Context: an optimization exercise on an open-source flow, tuned for small area, a short achievable clock period and few clock cycles. The choices shown serve that exercise and are no tape-out recipe. At most, simulation tests tie the RTL to the original design; equivalence was not proved. No activity file was given, so power comes from the tool's default toggle rates.

==> run M: inputs <==
==> flow/design.v <==
module simplevm_core (
    input  wire        clk,
    input  wire        rst,           
    output reg         mem_req,
    output reg         mem_we,
    output reg  [11:0] mem_addr,
    output wire [7:0]  mem_wdata,
    input  wire        mem_ready,
    input  wire [7:0]  mem_rdata,
    output reg         out_valid,
    output wire [7:0]  out_byte,
    output wire        halted,
    output wire        faulted,
    output wire [7:0]  exit_code,
    output wire [2:0]  fault_kind,
    output wire [15:0] fault_pc,
    output wire [15:0] fault_word,
    output wire [3:0]  flags
);
    localparam [2:0] F_INVALID_OPCODE  = 3'd3;
    localparam [2:0] F_STACK_OVERFLOW  = 3'd5;
    localparam [2:0] F_STACK_UNDERFLOW = 3'd6;
    localparam [2:0] F_MEMORY_BOUNDS   = 3'd7;
    localparam [3:0] S_HDR0  = 4'd0,
                     S_HDR1  = 4'd1,
                     S_F0    = 4'd2,    
                     S_F1    = 4'd3,    
                     S_PUSH  = 4'd4,
                     S_POP   = 4'd5,
                     S_PRINT = 4'd6,
                     S_FF    = 4'd7,    
                     S_FX2   = 4'd8,    
                     S_FX1   = 4'd9,
                     S_END   = 4'd10;
    localparam [3:0] A_NONE = 4'd0,
                     A_ADD  = 4'd1,
                     A_SUB  = 4'd2,
                     A_MUL  = 4'd3,
                     A_DIV  = 4'd4,    
                     A_DIVS = 4'd5,    
                     A_CMP  = 4'd6,
                     A_OR   = 4'd7,
                     A_AND  = 4'd8,
                     A_XOR  = 4'd9,
                     A_NOT  = 4'd10,
                     A_MOVI = 4'd11,
                     A_MOVR = 4'd12;
    function [9:0] cla9;
        input [8:0] a;
        input [8:0] b;
        input       cin;
        reg   [8:0] g, p, gg, pp, gn, pn;
        integer     s, j;
        begin
            g = a & b;
            p = a ^ b;
            gg = g;
            gg[0] = g[0] | (p[0] & cin);
            pp = p;
            for (s = 1; s < 9; s = s * 2) begin
                gn = gg;
                pn = pp;
                for (j = s; j < 9; j = j + 1) begin
                    gn[j] = gg[j] | (pp[j] & gg[j-s]);
                    pn[j] = pp[j] & pp[j-s];
                end
                gg = gn;
                pp = pn;
            end
            cla9 = {gg[8], p ^ {gg[7:0], cin}};
        end
    endfunction
    function [2:0] msb8;
        input [7:0] v;
        begin
            msb8 = v[7] ? 3'd7 : v[6] ? 3'd6 : v[5] ? 3'd5 : v[4] ? 3'd4 :
                   v[3] ? 3'd3 : v[2] ? 3'd2 : v[1] ? 3'd1 : 3'd0;
        end
    endfunction
    reg [3:0]  state;
    reg        fault_r;
    reg        ex;        
    reg [7:0]  x [0:15];
    reg [15:0] ma;        
    reg [15:0] ir;
    reg [7:0]  opa;       
    reg [7:0]  opb;       
    reg [3:0]  ek;        
    reg [3:0]  edst;
    reg [11:0] sp;
    reg [12:0] crr;
    reg        f_ov, f_zd, f_nzr, f_lt;
    reg [12:0] pptr;
    reg [2:0]  fkind_r;
    reg [7:0]  drem;      
    reg [2:0]  dcnt;      
    assign halted     = (state == S_END) & ~fault_r;
    assign faulted    = (state == S_END) & fault_r;
    assign exit_code  = opb;
    assign out_byte   = opb;
    assign mem_wdata  = opb;
    assign fault_kind = fkind_r;
    assign fault_pc   = ma;
    assign fault_word = ir;
    assign flags      = {f_lt, f_nzr, f_zd, f_ov};
    wire [3:0] op_a = ir[15:12];
    wire [3:0] op_b = ir[11:8];
    wire [3:0] op_c = ir[7:4];
    wire [3:0] op_d = ir[3:0];
    wire [3:0] rsel = (state == S_F1) ? mem_rdata[3:0] : op_c;
    wire [7:0] xr   = x[rsel];
    wire       is_add = (ek == A_ADD);
    wire [9:0] as     = cla9({1'b0, opa}, {1'b0, is_add ? opb : ~opb}, ~is_add);
    wire [7:0] asum   = as[7:0];
    wire       acarry = as[8];           
    wire [15:0] prod  = opa * opb;
    wire [2:0] la    = msb8(opa);
    wire [2:0] lb    = msb8(opb);
    wire       dz0   = (opa == 8'd0) | (la < lb);         
    wire       dn0   = (la == lb);                       
    wire [2:0] dn    = la - lb;
    wire [15:0] dsh  = {8'd0, opa} << (3'd7 - dn);
    wire [9:0] dst   = cla9({drem, opa[7]}, {1'b1, ~opb}, 1'b1);
    wire       dq    = dst[9];
    wire [7:0] dr    = dq ? dst[7:0] : {drem[6:0], opa[7]};
    reg       we;
    reg [3:0] wa;
    reg [7:0] wd;
    reg       we15;
    reg [7:0] wd15;
    reg       div_busy;
    always @(*) begin
        we = 1'b1; wa = edst; wd = asum; we15 = 1'b0; wd15 = opa; div_busy = 1'b0;
        case (ek)
            A_ADD, A_SUB: wd = asum;
            A_MUL:  wd = prod[7:0];
            A_DIV: begin
                if (dz0) begin
                    wd = 8'd0; we15 = 1'b1; wd15 = opa;
                end else if (dn0) begin
                    wd = {7'd0, acarry}; we15 = 1'b1; wd15 = acarry ? asum : opa;
                end else begin
                    we = 1'b0; div_busy = 1'b1;
                end
            end
            A_DIVS: begin
                if (dcnt == 3'd0) begin
                    wd = {opa[6:0], dq}; we15 = 1'b1; wd15 = dr;
                end else begin
                    we = 1'b0; div_busy = 1'b1;
                end
            end
            A_OR:   wd = opa | opb;
            A_AND:  wd = opa & opb;
            A_XOR:  wd = opa ^ opb;
            A_NOT:  wd = ~opa;
            A_MOVI: wd = ir[7:0];
            A_MOVR: wd = opb;
            default: we = 1'b0;
        endcase
        if (state == S_POP) begin
            we = mem_ready; wa = op_d; wd = mem_rdata;
        end else if (state == S_PRINT) begin
            we = mem_ready & ~pptr[12] & (mem_rdata == 8'd0); wa = 4'd14; wd = 8'd0;
        end
    end
    wire [7:0] xr_fwd = (we15 && rsel == 4'd15) ? wd15 :
                        (we && wa == rsel)      ? wd : xr;
    integer i;
    always @(posedge clk) begin
        if (rst) begin
            for (i = 0; i < 16; i = i + 1) x[i] <= 8'd0;
        end else begin
            for (i = 0; i < 16; i = i + 1)
                if (i == 15 && we15) x[i] <= wd15;
                else if (we && wa == i) x[i] <= wd;
        end
    end
    wire is_ret  = (op_a == 4'h0) & (op_b == 4'h1);
    wire is_jlt  = (op_a == 4'h3);
    wire is_call = (op_a == 4'h5);
    wire is_jmp  = (op_a == 4'h8);
    wire jump = ex & (is_ret | is_call | is_jmp | (is_jlt & f_lt));
    wire [15:0] fa = jump ? (is_ret ? {3'd0, crr} : {4'd0, ir[11:0]}) : ma;
    wire        fa_bad = (fa > 16'd4094);
    reg [3:0] dk;
    always @(*) begin
        dk = A_NONE;
        case (op_a)
            4'h1: case (op_b)
                4'h0: dk = A_ADD;
                4'h1: dk = A_SUB;
                4'h2: dk = A_MUL;
                4'h3: dk = (opb == 8'd0) ? A_NONE : A_DIV;
                4'h4: dk = A_CMP;
                default: ;
            endcase
            4'h2: dk = A_MOVI;
            4'h7: dk = A_MOVR;
            4'h9: case (op_b[1:0])
                2'd0: dk = A_OR;
                2'd1: dk = A_AND;
                2'd2: dk = A_XOR;
                default: dk = A_NOT;
            endcase
            default: ;
        endcase
    end
    wire [3:0] ha = ir[15:12];
    wire [3:0] hb = ir[11:8];
    wire h_invalid = ((ha == 4'h0) & (hb > 4'h1)) |
                     ((ha == 4'h1) & (hb > 4'h4)) |
                     ((ha == 4'h6) & (hb > 4'h1)) |
                     ((ha == 4'h9) & (hb > 4'h3)) |
                     (ha > 4'h9);
    wire h_halt  = (ha == 4'h0) & (hb == 4'h0);
    wire h_push  = (ha == 4'h6) & (hb == 4'h0);
    wire h_pop   = (ha == 4'h6) & (hb == 4'h1);
    wire h_print = (ha == 4'h4);
    always @(*) begin
        mem_req  = 1'b0;
        mem_we   = 1'b0;
        mem_addr = fa[11:0];
        case (state)
            S_HDR0:  begin mem_req = 1'b1; mem_addr = 12'd0; end
            S_HDR1:  begin mem_req = 1'b1; mem_addr = 12'd1; end
            S_F0:    begin mem_req = ~fa_bad; end
            S_F1:    begin mem_req = 1'b1; mem_addr = ma[11:0]; end
            S_PUSH:  begin mem_req = 1'b1; mem_we = 1'b1; mem_addr = sp; end
            S_POP:   begin mem_req = 1'b1; mem_addr = pptr[11:0]; end
            S_PRINT: begin mem_req = ~pptr[12]; mem_addr = pptr[11:0]; end
            default: ;
        endcase
    end
    wire done_access = mem_req & mem_ready;
    wire [11:0] sp_step = sp + ((state == S_PUSH) ? 12'hfff : 12'h001);
    wire [12:0] ma_step = ((state == S_F0) ? fa[12:0] : ma[12:0]) +
                          ((state == S_FX1 || state == S_FX2) ? 13'h1fff : 13'h0001);
    always @(posedge clk) begin
        out_valid <= 1'b0;
        if (rst) begin
            state   <= S_HDR0;
            fault_r <= 1'b0;
            ex      <= 1'b0;
            ek      <= A_NONE;
            sp      <= 12'd4095;
            crr     <= 13'd0;
            f_ov    <= 1'b0;
            f_zd    <= 1'b0;
            f_nzr   <= 1'b0;
            f_lt    <= 1'b0;
        end else begin
            ek <= A_NONE;
            case (ek)
                A_ADD: if (acarry) f_ov <= 1'b1;
                A_SUB: if (~acarry) f_ov <= 1'b1;
                A_MUL: if (prod[15:8] != 8'd0) f_ov <= 1'b1;
                A_CMP: if (~acarry) f_lt <= 1'b1;
                A_DIV: begin
                    if (dz0) begin
                        if (opa != 8'd0) f_nzr <= 1'b1;
                    end else if (dn0) begin
                        if ((acarry ? asum : opa) != 8'd0) f_nzr <= 1'b1;
                    end else begin
                        drem <= dsh[15:8];
                        opa  <= dsh[7:0];
                        dcnt <= dn;
                        ek   <= A_DIVS;
                    end
                end
                A_DIVS: begin
                    drem <= dr;
                    opa  <= {opa[6:0], dq};
                    dcnt <= dcnt - 3'd1;
                    if (dcnt != 3'd0) ek <= A_DIVS;
                    else if (dr != 8'd0) f_nzr <= 1'b1;
                end
                default: ;
            endcase
            case (state)
                S_HDR0: if (done_access) begin
                    ma[15:8] <= mem_rdata;
                    state    <= S_HDR1;
                end
                S_HDR1: if (done_access) begin
                    ma[7:0] <= mem_rdata;
                    state   <= S_F0;
                end
                S_F0: begin
                    ex <= 1'b0;
                    if (ex) begin
                        ek   <= dk;
                        edst <= (op_a == 4'h2 || op_a == 4'h7) ? op_b : op_c;
                        opa  <= xr;
                        if (op_a == 4'h1 && op_b == 4'h3 && opb == 8'd0) f_zd <= 1'b1;
                        if (is_jlt && f_lt) f_lt <= 1'b0;
                        if (is_call) crr <= ma[12:0];
                    end
                    if (fa_bad) begin
                        ma    <= fa;
                        state <= S_FF;
                    end else if (done_access) begin
                        ir[15:8] <= mem_rdata;
                        ma       <= {3'd0, ma_step};
                        state    <= S_F1;
                    end else begin
                        ma <= fa;
                    end
                end
                S_F1: if (done_access && !div_busy) begin
                    ir[7:0] <= mem_rdata;
                    opb     <= xr_fwd;
                    ma      <= {3'd0, ma_step};
                    if (h_invalid) begin
                        fkind_r <= F_INVALID_OPCODE;
                        state   <= S_FX2;
                    end else if (h_halt) begin
                        state   <= S_END;
                    end else if (h_push) begin
                        if (sp == 12'd0) begin
                            fkind_r <= F_STACK_OVERFLOW;
                            state   <= S_FX2;
                        end else state <= S_PUSH;
                    end else if (h_pop) begin
                        if (sp == 12'd4095) begin
                            fkind_r <= F_STACK_UNDERFLOW;
                            state   <= S_FX2;
                        end else begin
                            pptr  <= {1'b0, sp_step};
                            state <= S_POP;
                        end
                    end else if (h_print) begin
                        pptr  <= {1'b0, ir[11:8], mem_rdata};
                        state <= S_PRINT;
                    end else begin
                        ex    <= 1'b1;
                        state <= S_F0;
                    end
                end
                S_PUSH: if (done_access) begin
                    sp    <= sp_step;
                    state <= S_F0;
                end
                S_POP: if (done_access) begin
                    sp    <= pptr[11:0];
                    state <= S_F0;
                end
                S_PRINT: begin
                    if (pptr[12]) begin
                        fkind_r <= F_MEMORY_BOUNDS;
                        state   <= S_FX2;
                    end else if (done_access) begin
                        if (mem_rdata == 8'd0) begin
                            state <= S_F0;
                        end else begin
                            out_valid <= 1'b1;
                            opb       <= mem_rdata;
                            pptr      <= pptr + 13'd1;
                        end
                    end
                end
                S_FF: if (ek == A_NONE) begin
                    fkind_r <= F_MEMORY_BOUNDS;
                    ir      <= 16'd0;
                    fault_r <= 1'b1;
                    state   <= S_END;
                end
                S_FX2: begin
                    ma    <= {3'd0, ma_step};
                    state <= S_FX1;
                end
                S_FX1: begin
                    ma      <= {3'd0, ma_step};
                    fault_r <= 1'b1;
                    state   <= S_END;
                end
                default: ;
            endcase
        end
    end
endmodule
==> flow/run.sh <==
#!/bin/bash
# synth_recipe.tcl (not shown) runs the flow's synth.tcl, then flattens the netlist and writes it again
# the make line also repeats each setting of config.mk as NAME=value (left out here)
make -C /OpenROAD-flow-scripts/flow DESIGN_CONFIG=/design/flow/config.mk WORK_HOME=/design/flow/orfs CLKGATE_MAP_FILE= SYNTH_SCRIPT=/design/flow/synth_recipe.tcl finish
==> flow/config.mk <==
export PLATFORM = sky130hd
export DESIGN_NAME = simplevm_core
export DESIGN_NICKNAME = simplevm_core
export VERILOG_FILES = /design/flow/design.v
export SDC_FILE = /design/flow/constraint.sdc
export NUM_CORES = 4
export LEC_CHECK = 0
export CAP_MARGIN = 20
export CORE_MARGIN = 2
export CORE_UTILIZATION = 40
export SLEW_MARGIN = 20
==> flow/constraint.sdc <==
create_clock -name core_clock -period 15.0 [get_ports {clk}]
set_input_delay 3.0000 -clock core_clock [delete_from_list [all_inputs] [get_ports {clk}]]
set_output_delay 3.0000 -clock core_clock [all_outputs]
set_load 0.01 [all_outputs]
==> run E (differences from run M) <==
--- a/flow/design.v
+++ b/flow/design.v
@@ -115,3 +115,14 @@
     wire       acarry = as[8];           
-    wire [15:0] prod  = opa * opb;
+    reg  [10:0] mlo;
+    reg         mhi;
+    integer m;
+    always @(*) begin
+        mlo = 11'd0;
+        mhi = 1'b0;
+        for (m = 0; m < 8; m = m + 1) begin
+            mlo = mlo + (({3'd0, opa & {8{opb[m]}}} << m) & 11'h0ff);
+            mhi = mhi | (|((opa & {8{opb[m]}}) >> (8 - m)));
+        end
+    end
+    wire        mov = mhi | (|mlo[10:8]);
     wire [2:0] la    = msb8(opa);
@@ -135,3 +146,3 @@
             A_ADD, A_SUB: wd = asum;
-            A_MUL:  wd = prod[7:0];
+            A_MUL:  wd = mlo[7:0];
             A_DIV: begin
@@ -168,11 +179,9 @@
                         (we && wa == rsel)      ? wd : xr;
+    wire [7:0] wdm   = wd & {8{~rst}};
+    wire [7:0] wd15m = (we15 ? wd15 : wd) & {8{~rst}};
     integer i;
     always @(posedge clk) begin
-        if (rst) begin
-            for (i = 0; i < 16; i = i + 1) x[i] <= 8'd0;
-        end else begin
-            for (i = 0; i < 16; i = i + 1)
-                if (i == 15 && we15) x[i] <= wd15;
-                else if (we && wa == i) x[i] <= wd;
-        end
+        for (i = 0; i < 15; i = i + 1)
+            if (rst || (we && wa == i)) x[i] <= wdm;
+        if (rst || we15 || (we && wa == 4'd15)) x[15] <= wd15m;
     end
@@ -256,3 +265,3 @@
                 A_SUB: if (~acarry) f_ov <= 1'b1;
-                A_MUL: if (prod[15:8] != 8'd0) f_ov <= 1'b1;
+                A_MUL: if (mov) f_ov <= 1'b1;
                 A_CMP: if (~acarry) f_lt <= 1'b1;
--- a/flow/config.mk
+++ b/flow/config.mk
@@ -7,2 +7,3 @@
 export LEC_CHECK = 0
+export ABC_AREA = 1
 export CAP_MARGIN = 20
==> notes <==
- Against run M, the power of run E is lower by 2.6%.
- Global-route usage is about the same in run M and run E.
- Against run E, the register-to-register slack of run M is lower by 210 ps.
- Of run M and run E, run E has the higher sequential power (gap about 14%, measured against run E).
- In run E the clock power is smaller than in run M, by 4.0%.
==> figures <==
| item | run M | run E |
|---|---|---|
| Number of nets in the finished design | 2415 | 2368 |
| Number of synthesized flops with an enable pin | 79 | 207 |
| Power of the combinational group | 1450 µW | 1270 µW |
| Arr. time, crit path | 4060 ps | 3790 ps |
| Min Clock Period, post-route | 7060 ps | 6790 ps |
| Sequential share of cell area | 27.0% | 35.7% |
| Register cell area after layout | 5740 µm² | 7020 µm² |
| Multiplexer area fraction after synthesis | 7.22% | 0.231% |
| Sw power | 1300 µW | 1220 µW |
| Mean instance size in the synthesized netlist | 8.37 µm² | 7.92 µm² |
| Result of the run | no timing/DRC/antenna violations | no timing/DRC/antenna violations |
Testbench counts of run E, summed over its fixed seeds: cycles 108,018.
No functional check of the RTL was part of run M.

-- separate check: timing with driven ports --
Ports are ideal in the flow. The routed layouts listed here were re-timed in OpenROAD.
Step 1 (the two cells are an assumption about what drives the block):
set clk [get_ports {clk}]
set_driving_cell -lib_cell sky130_fd_sc_hd__clkbuf_16 $clk
set_driving_cell -lib_cell sky130_fd_sc_hd__buf_2 [delete_from_list [all_inputs] $clk]
Step 2, shift: input delay + t, output delay - t, t = (earliest + latest rising clock arrival at the registers) / 2. This alone moves slack from input paths to output paths.
Slacks: ideal / step 1 / step 2; pairs: ideal / step 1.
| run | t, ns | setup WS [ns] | worst hold slack (ns) | latest minus earliest clock arrival (ns) | slew at the worst register clock pin (ns) |
|---|---|---|---|---|---|
| run M | 0.643 | 7.944 / 7.889 / 8.532 | 0.488 / 0.488 / 0.488 | 0.012 / 0.011 | 0.06 / 0.06 |
| run E | 0.645 | 8.215 / 8.159 / 8.649 | 0.479 / 0.479 / 0.479 | 0.028 / 0.028 | 0.07 / 0.07 |
After both steps every run listed still meets setup and hold.
